This design comes from an exercise in tuning for small area on the open sky130 flow, not from production work.
RTL that was checked went through simulation tests only; none was proved equivalent to the original.
Power is estimated from default activity; no workload was simulated.

==> run F: inputs <==
==> flow/design.v (excerpt) <==
module mse_core (
    input  wire        clk,
    input  wire        rst,
    input  wire        cmd_valid,
    output wire        cmd_ready,
    input  wire [31:0] cmd,
    output wire        rsp_valid,
    output wire [15:0] rsp,
    output wire        rsp_err
);
Settings: LEC_CHECK=0, ABC_AREA=1, CAP_MARGIN=0, CORE_MARGIN=2, CORE_UTILIZATION=45, CTS_BUF_LIST=sky130_fd_sc_hd__clkbuf_4, PLACE_DENSITY=0.6, SLEW_MARGIN=0; clock period 40.0 ns.
standard.sh (not shown) runs the stock make flow with config.mk's settings and CLKGATE_MAP_FILE= SYNTH_SCRIPT=/design/flow/synth_recipe.tcl, a recipe that flattens the netlist after the stock synthesis.
==> flow/flow/run.sh <==
#!/bin/bash
# The standard layout (standard.sh), with three changes in how it is made:
#  - ABC maps the logic for area (flow/abc_area.script replaces ORFS's area script;
#    registers are untouched, so they keep the standard synthesis's names and cells);
#  - CTS without dummy loads, clustered onto clkbuf_8 leaf buffers;
#  - port buffers made with the smallest buffer.
# Every ORFS step writes its own log under orfs/logs; make's output goes to flow_make.log.
set -euo pipefail
rm -rf scripts_local
cp -r "$FLOW_HOME/scripts" scripts_local
cp flow/abc_area.script scripts_local/abc_area.script
export SCRIPTS_DIR="$PWD/scripts_local"
export CTS_ARGS="-sink_clustering_enable -repair_clock_nets -dont_use_dummy_load -buf_list sky130_fd_sc_hd__clkbuf_8 -sink_clustering_size 16 -sink_clustering_max_diameter 60"
export BUFFER_PORTS_ARGS="-buffer_cell sky130_fd_sc_hd__buf_1"
bash standard.sh > flow_make.log 2>&1
==> flow/flow/abc_area.script <==
strash
dch
map -a
amap
==> run G: changes against run F <==
--- a/flow/design.v
+++ b/flow/design.v
@@ -21,48 +21,35 @@
         for (k = 1; k <= 12; k = k + 1)
             if (uge15(u, neg ? 15'(k * 2520 - 1) : 15'(k * 2520))) lvl = 4'(k);
     end
     assign code = {neg, lvl};
 endmodule
 module mse_qlevel (
     input  wire [4:0]  code,
-    output reg  [15:0] q
+    output wire [15:0] q
 );
+    reg [15:0] l, lm;
     always @* begin
-        case (code)
-            5'd0: q = 16'h0000;
-            5'd1: q = 16'h04C1;
-            5'd2: q = 16'h09CB;
-            5'd3: q = 16'h0F23;
-            5'd4: q = 16'h14CB;
-            5'd5: q = 16'h1AC9;
-            5'd6: q = 16'h2123;
-            5'd7: q = 16'h27DD;
-            5'd8: q = 16'h2EFD;
-            5'd9: q = 16'h368B;
-            5'd10: q = 16'h3E8B;
-            5'd11: q = 16'h4705;
-            5'd12: q = 16'h5000;
-            5'd16: q = 16'h0000;
-            5'd17: q = 16'hFB3F;
-            5'd18: q = 16'hF635;
-            5'd19: q = 16'hF0DD;
-            5'd20: q = 16'hEB35;
-            5'd21: q = 16'hE537;
-            5'd22: q = 16'hDEDD;
-            5'd23: q = 16'hD823;
-            5'd24: q = 16'hD103;
-            5'd25: q = 16'hC975;
-            5'd26: q = 16'hC175;
-            5'd27: q = 16'hB8FB;
-            5'd28: q = 16'hB000;
-            5'd13, 5'd14, 5'd15: q = 16'h5000;
-            default: q = 16'hB000;
+        case (code[3:0])
+            4'd0: begin l = 16'd0; lm = 16'hFFFF; end
+            4'd1: begin l = 16'd1217; lm = 16'h04C0; end
+            4'd2: begin l = 16'd2507; lm = 16'h09CA; end
+            4'd3: begin l = 16'd3875; lm = 16'h0F22; end
+            4'd4: begin l = 16'd5323; lm = 16'h14CA; end
+            4'd5: begin l = 16'd6857; lm = 16'h1AC8; end
+            4'd6: begin l = 16'd8483; lm = 16'h2122; end
+            4'd7: begin l = 16'd10205; lm = 16'h27DC; end
+            4'd8: begin l = 16'd12029; lm = 16'h2EFC; end
+            4'd9: begin l = 16'd13963; lm = 16'h368A; end
+            4'd10: begin l = 16'd16011; lm = 16'h3E8A; end
+            4'd11: begin l = 16'd18181; lm = 16'h4704; end
+            default: begin l = 16'd20480; lm = 16'd20479; end
         endcase
     end
+    assign q = code[4] ? ~lm : l;
 endmodule
 module mse_core (
     input  wire        clk,
     input  wire        rst,
     input  wire        cmd_valid,
     output wire        cmd_ready,
     input  wire [31:0] cmd,
@@ -94,15 +81,14 @@
     localparam [3:0] OP_INIT = 4'h1, OP_SETFN = 4'h2, OP_SETMODE = 4'h3,
                      OP_SETPAR = 4'h4, OP_CPYPAR = 4'h5, OP_PROC = 4'h6,
                      OP_BUF = 4'h7, OP_CFG = 4'h8, OP_QNT = 4'h9,
                      OP_LEDF = 4'hA, OP_LEDN = 4'hB;
     localparam [2:0] RT_ZERO = 3'd0, RT_ERR = 3'd1, RT_QNT = 3'd2, RT_LEDF = 3'd3,
                      RT_LEDN = 3'd4, RT_PROC = 3'd5;
     logic [15:0][15:0] r;         
-    logic [15:0]       rf;        
     logic [3:0]        ph;        
     logic [15:0]       q0, q1, q2, q3;    
     logic [2:0]        func;
     logic              mode;
     logic [3:0]        idx;       
     logic [1:0]        fs;        
     logic [4:0]        lq;        
@@ -191,14 +177,16 @@
         flag_of = f[s];
     endfunction
     wire       is_cd  = is_bm & ~is_bab;
     wire [3:0] cm1    = is_pal ? c4 : {1'b0, bcm1};
     wire [3:0] x0     = uge({12'd0, cm1}, {12'd0, idx}) ? idx : 4'd0;
     wire       a1     = is_bm ? (is_cd & g2r & fs[0]) : g1r;
     wire [3:0] n1     = (x0 == cm1) ? 4'd0 : inc4(x0);
+    logic [15:0] rf;      
+    always_comb for (int i = 0; i < 16; i++) rf[i] = r[i][5];
     wire [3:0] y1     = a1 ? ((is_bm & flag_of(rf, n1, ph)) ? 4'd0 : n1) : x0;
     logic [1:0] b_fr;
     always_comb begin
         b_fr = fs;
         if (g2r) begin
             if (is_bb) b_fr = (fs == 2'd0) ? 2'd1 : (fs == 2'd1) ? 2'd2 : 2'd0;
             else       b_fr = (fs == 2'd0) ? 2'd1 : 2'd0;
@@ -251,35 +239,41 @@
         if (busy) begin
             if (clr) hw = 16'd0;
             if (bmcfg && stb_now) begin
                 if (ph[3:2] == 2'd3) begin
                     n_chg[ph[1:0]] = slot_ok & ((clr ? 16'd0 : r[0]) != wk);
                     if (slot_ok) hw = wk;
                 end else if (ph[3:2] == bframe && chg[ph[1:0]]) begin
-                    hw = wk;
+                    hw = {10'd0, wflag, wcode};
                 end
             end
             if (proc_ring & is_pal) hw = v2;
         end
     end
-    wire hflag = hw[15] & (hw[14:10] == 5'd0) & (~hw[9] | (hw[8:0] == 9'd0));
     wire done  = (cnt[4] | (cnt == 5'd16)) & (~bmcfg | (stb_now & (ph == 4'd11)));
     assign rsp_valid = busy & (proc_ring ? (ph == tgt) : (cnt == 5'd16));
     assign rsp_err   = (rt == RT_ERR);
-    wire [4:0]  qc_raw;
-    mse_quantizer u_qnt (.raw((rt == RT_QNT) ? cb0 : r[0]), .code(qc_raw));
-    wire [4:0]  qc    = {qc_raw[4] ^ (is_bm & ~is_bab & fs[0] & (rt == RT_PROC)), qc_raw[3:0]};
-    wire [4:0]  qsel  = (rt == RT_LEDN) ? lq : qc;
+    wire [4:0]  wcode;
+    mse_quantizer u_qnt (.raw((rt == RT_QNT) ? cb0 : wk), .code(wcode));
+    wire        wflag = wk[15] & (wk[14:10] == 5'd0) & (~wk[9] | (wk[8:0] == 9'd0));
+    wire [4:0]  qc    = {r[0][4] ^ (~is_bab & fs[0]), r[0][3:0]};
+    wire [4:0]  qsel  = (rt == RT_LEDN) ? lq : ((rt == RT_QNT) ? wcode : qc);
     wire [15:0] qv;
     mse_qlevel u_qlv (.code(qsel), .q(qv));
     wire [2:0]  rs   = idx[2:0];
     wire [15:0] rz_e = cnt[0] ? p0 : p1;
-    wire [21:0] rz_y = radd({6'd0, rz_e}, {4'd0, rz_e, 2'd0}, 1'b0);
-    wire [21:0] rz_z = radd({6'd0, rz_y[15:0]}, {4'd0, rz_y[15:0], 2'd0}, 1'b0);
-    wire [2:0]  rz_d = rs[2] ? rz_z[18:16] : rz_y[18:16];
+    function automatic [2:0] dig5(input [15:0] v);
+        if      (uge(v, 16'd52429)) dig5 = 3'd4;
+        else if (uge(v, 16'd39322)) dig5 = 3'd3;
+        else if (uge(v, 16'd26215)) dig5 = 3'd2;
+        else if (uge(v, 16'd13108)) dig5 = 3'd1;
+        else                        dig5 = 3'd0;
+    endfunction
+    wire [21:0] rz_y = radd({6'd0, rz_e}, {4'd0, rz_e, 2'd0}, 1'b0);    
+    wire [2:0]  rz_d = dig5(rs[2] ? rz_y[15:0] : rz_e);
     logic [3:0] rz_sub;
     always_comb begin
         if (cnt[0]) begin    
             case (rz_d)
                 3'd0:    rz_sub = 4'b0000;
                 3'd1:    rz_sub = 4'b1000;
                 3'd2:    rz_sub = 4'b1010;
@@ -332,15 +326,14 @@
             default: rsp_v = 16'd0;
         endcase
     end
     assign rsp = rsp_v;
     always_ff @(posedge clk) begin
         ph <= inc4(ph);
         r  <= {hw, r[15:1]};
-        rf <= {hflag, rf[15:1]};
     end
     wire par_clr = rst | (run & (eop == OP_INIT));
     wire ld_sp   = run & (eop == OP_SETPAR);
     wire ld_cp   = run & (eop == OP_CPYPAR) & cp_act;
     wire ld0 = (ld_sp & (fa[1:0] == 2'd0)) | ld_cp;
     wire ld1 = (ld_sp & (fa[1:0] == 2'd1)) | (ld_cp & (cp_nm1 != 2'd0));
     wire ld2 = (ld_sp & (fa[1:0] == 2'd2)) | (ld_cp & cp_nm1[1]);
==> flow/flow/run.sh (replaced) <==
#!/bin/bash
# The standard layout (standard.sh), with three changes in how it is made:
#  - ABC maps the logic for area with amap (flow/abc_area.script replaces ORFS's area script;
#    registers are untouched, so they keep the standard synthesis's names and cells);
#  - CTS without dummy loads, clustered onto clkbuf_4 leaf buffers;
#  - port buffers made with the smallest buffer.
# Every ORFS step writes its own log under orfs/logs; make's output goes to flow_make.log.
set -euo pipefail
rm -rf scripts_local
cp -r "$FLOW_HOME/scripts" scripts_local
cp flow/abc_area.script scripts_local/abc_area.script
export SCRIPTS_DIR="$PWD/scripts_local"
export CTS_ARGS="-sink_clustering_enable -repair_clock_nets -dont_use_dummy_load -buf_list sky130_fd_sc_hd__clkbuf_4 -sink_clustering_size 12 -sink_clustering_max_diameter 35"
export BUFFER_PORTS_ARGS="-buffer_cell sky130_fd_sc_hd__buf_1"
bash standard.sh > flow_make.log 2>&1
==> flow/flow/abc_area.script (replaced) <==
strash
dch
amap
strash
dch
amap
strash
dch
amap
Settings changed: CAP_MARGIN 0 to 10, CORE_UTILIZATION 45 to 65, CTS_BUF_LIST sky130_fd_sc_hd__clkbuf_4 to unset, PLACE_DENSITY 0.6 to 0.8, SLEW_MARGIN 0 to 10.
==> run X: changes against run F <==
==> flow/run.sh (new file) <==
#!/bin/bash
# synth_recipe.tcl (not shown) runs the flow's synth.tcl, then flattens the netlist and writes it again
# the make line also repeats each setting of config.mk as NAME=value (left out here)
make -C /OpenROAD-flow-scripts/flow DESIGN_CONFIG=/design/flow/config.mk WORK_HOME=/design/flow/orfs CLKGATE_MAP_FILE= SYNTH_SCRIPT=/design/flow/synth_recipe.tcl finish
Settings changed: CTS_BUF_LIST sky130_fd_sc_hd__clkbuf_4 to sky130_fd_sc_hd__clkbuf_8, CTS_CLUSTER_DIAMETER set to 60, CTS_CLUSTER_SIZE set to 16.
removed: flow/flow/run.sh
removed: flow/flow/abc_area.script
removed: flow/standard.sh
==> comparison table <==
quantity                                                                            run X                      run F                      run G
Status                                                                     finished clean             finished clean             finished clean
Switching power total                                                            273.2 µW                   233.5 µW                   195.8 µW
Number of sinks on the clock net                                                      429                        429                        413
Utilization of the core after routing                                              0.4974                     0.4971                     0.7062
Signal arrival time at the worst endpoint                                        28.64 ns                   28.38 ns                   29.83 ns
Sequential fraction of total cell area                                             0.4024                     0.4267                     0.4330
Clk root buf                                                    sky130_fd_sc_hd__clkbuf_8  sky130_fd_sc_hd__clkbuf_8  sky130_fd_sc_hd__clkbuf_4
Hold Startpoint                                                             r[79]$_DFF_P_             r[200]$_DFF_P_             r[195]$_DFF_P_
Total core area                                                               0.04675 mm²                0.04412 mm²                0.02956 mm²
Seq cells post-synth                                                                  429                        429                        413
Number of global-route vias before repair                                           16890                      16070                      17280
Area share of the leading cell type in the synthesized netlist                     0.3295                     0.3508                     0.3453
Post-Synth XOR/XNOR Area                                                          0.02323                          0                  0.0008992
Syn nets                                                                             2725                       2271                       2254
Synth Area in Simple Gates                                                         0.1588                    0.09604                     0.1194
GRT met2 Usage                                                                     0.4420                     0.4126                     0.6487
CTS Buf Count                                                                          39                         38                         54
Overall power of the completed layout                                            889.2 µW                   832.0 µW                   734.7 µW
Sequential group power                                                             477 µW                     481 µW                     463 µW
The RTL of run F and run X was laid out without a check of its function.

==> what the ideal ports hide <==
No port has a modelled driver above. Below, the same layouts with a new extraction and two added sets of constraints. Step 1: set_driving_cell puts a clkbuf_16 on clk and a buf_2 on each other input, an assumption about the parent block. Step 2 adds t to the input delays and takes it off the output delays; t is the mean of the earliest and latest rising clock arrival at the registers after step 1. Input paths then give back, and output paths get back, about the clock's delay inside the block. Three values: no drivers, after step 1, after step 2; two values: the first two.
| run | t, ns | slack for setup (ns) | clock arrival spread, ns | slew at the worst register clock pin (ns) |
|---|---|---|---|---|
| run F | 0.641 | 3.616 / 3.562 / 4.202 | 0.051 / 0.051 | 0.10 / 0.10 |
| run G | 0.783 | 2.167 / 2.113 / 2.897 | 0.111 / 0.111 | 0.12 / 0.12 |
| run X | 0.680 | 3.358 / 3.301 / 3.981 | 0.048 / 0.048 | 0.10 / 0.10 |
After both steps every run listed still meets setup and hold.
